Background: an optimization exercise with open tools, aiming at small area, a short achievable clock period and few clock cycles. Do not read the settings as production practice. Function was checked by simulation only, so behaviour that the tests miss may differ from the original. Power figures rest on the tool's default switching activity, not on a simulated workload.

== exp/maple ==
## stele_codec
module stele_codec (
    input  wire        clk,
    input  wire        rst,
    input  wire        cmd_valid,
    output wire        cmd_ready,
    input  wire        cmd_op,         
    input  wire [31:0] pal0,
    input  wire [31:0] pal1,
    input  wire [31:0] pal2,
    input  wire [1:0]  pal_n,
    input  wire [15:0] width,
    input  wire [15:0] height,
    input  wire [31:0] npix,
    input  wire        px_valid,
    output wire        px_ready,
    input  wire [31:0] px_data,
    output wire        bo_valid,
    input  wire        bo_ready,
    output wire [7:0]  bo_data,
    input  wire        bi_valid,
    output wire        bi_ready,
    input  wire        bi_eos,
    input  wire [7:0]  bi_data,
    output wire        po_valid,
    input  wire        po_ready,
    output wire [31:0] po_data,
    output wire        busy,
    output reg         done,
    output reg         err,
    output wire [3:0]  err_kind,
    output reg  [2:0]  err_detail
);
Settings: LEC_CHECK=0, CAP_MARGIN=20, CORE_MARGIN=2, CORE_UTILIZATION=40, CTS_CLUSTER_DIAMETER=100, CTS_CLUSTER_SIZE=30, SLEW_MARGIN=20; clock period 10.0 ns.
standard.sh (not shown) runs the stock make flow with config.mk's settings and CLKGATE_MAP_FILE= SYNTH_SCRIPT=/design/flow/synth_recipe.tcl, a recipe that flattens the netlist after the stock synthesis.
==> flow/flow/run.sh <==
#!/bin/bash
set -euo pipefail
export BUFFER_PORTS_ARGS="-buffer_cell sky130_fd_sc_hd__buf_1"
export SETUP_SLACK_MARGIN=6.0
export CTS_ARGS="-sink_clustering_enable -repair_clock_nets -sink_clustering_size 30 -sink_clustering_max_diameter 100 -distance_between_buffers 2000 -branching_point_buffers_distance 2000"
bash standard.sh finish > standard_flow.log 2>&1
exp/maple has completed all stages; timing, DRC and antenna checks passed.
Testbench counts of exp/maple, summed over its fixed seeds: cycles 95,184.
--- input diff exp/maple..exp/sierra ---
==> flow/flow/run.sh <==
#!/bin/bash
set -euo pipefail
export BUFFER_PORTS_ARGS="-buffer_cell sky130_fd_sc_hd__buf_1"
export SETUP_SLACK_MARGIN=6.0
bash standard.sh finish > standard_flow.log 2>&1
Findings:
Reported for exp/sierra and exp/maple, diode insertion count for antenna repair turned out identical to the last digit. Summary of exp/sierra over exp/maple: final worst setup slack about even, die span in y level, design area held, maximum level of the CTS H-tree shows no meaningful change, maximum operating frequency shows no meaningful change. Count of plain and timing-repair buffers across exp/sierra and exp/maple: no real change. exp/sierra -> exp/maple: clock-cell share of area flat. Between exp/sierra and exp/maple, the flip-flop and latch count figures differ only marginally. The length of routed met3 wiring of exp/maple and that of exp/sierra are within noise of each other.
Inputs modified between exp/sierra and exp/harbor:
-- flow/config.mk --
<<< exp/sierra, line 13
>>> exp/harbor, line 13
export PLACE_DENSITY = 0.75
==> comparison <==
- Changes observed in exp/harbor relative to exp/sierra: global-route usage held steady, count of buffer and inverter cells on the critical path now larger, switching part of the total closely matched the old numbers, total met3 wirelength after detailed routing moved up, synthesized cell count about even.
- exp/harbor vs. exp/sierra: largest incremental delay on the critical path -0.21 ns, arrival time reported for the critical path endpoint went up, via count went up 346.
Input-level comparison between exp/juniper and exp/harbor:
-- flow/flow/run.sh --
<<< exp/harbor, line 4
export SETUP_SLACK_MARGIN=6.0
>>> exp/juniper, line 4
export SETUP_SLACK_MARGIN=5.9
-- flow/config.mk --
<<< exp/harbor, line 13
export PLACE_DENSITY = 0.75
>>> exp/juniper, line 13
Notes after the runs:
No run among exp/juniper and exp/harbor stopped early or left any final violation; all are clean.
Sequential group share of total power in exp/juniper vs exp/harbor: down 0.3 points
In the reports for exp/juniper and exp/harbor, the larger actual transition at the worst max-transition pin belongs to exp/harbor.
Routed length on met2 was higher in exp/juniper than in exp/harbor.
In exp/juniper the critical path depth turned out 1 higher than in exp/harbor.
[compare] base=exp/harbor new=exp/juniper: routed wire length rose about 2.3%, leakage power rose about 0.8%.
exp/juniper: cell area after layout about 0.36% above exp/harbor
From exp/harbor to exp/juniper the numbers moved as follows: overall power consumption rose by about 1.6%; largest stage delay on the critical path rose by 0.35 ns.

==> static timing again, ports no longer ideal <==
The flow's constraints put no driver on any port. The routed layouts listed below were extracted and timed again, unchanged, in two steps.
Step 1 sets driving cells, clkbuf_16 on the clock port and buf_2 on the other inputs (assumed; they add their load-dependent delay and slew).
Step 2, shift: input delay + t, output delay - t, t = (earliest + latest rising clock arrival at the registers) / 2. This alone moves slack from input paths to output paths.
Slacks: ideal ports / drivers / drivers and shift; pairs: ideal ports / drivers.
run	t, ns	slack for setup (ns)	worst hold slack (ns)	slew at the worst register clock pin (ns)
exp/maple	0.542	6.071 / 6.017 / 5.613	0.467 / 0.467 / 0.467	0.11 / 0.11
exp/sierra	0.542	6.071 / 6.017 / 5.613	0.467 / 0.467 / 0.467	0.11 / 0.11
exp/harbor	0.542	6.054 / 5.998 / 5.568	0.464 / 0.464 / 0.464	0.11 / 0.11
exp/juniper	0.558	5.961 / 5.907 / 5.431	0.459 / 0.459 / 0.459	0.12 / 0.12
After both steps every run listed still meets setup and hold. The setup slack of exp/juniper, which loses most, moves by -0.054 ns with the drivers and by -0.530 ns with both steps.
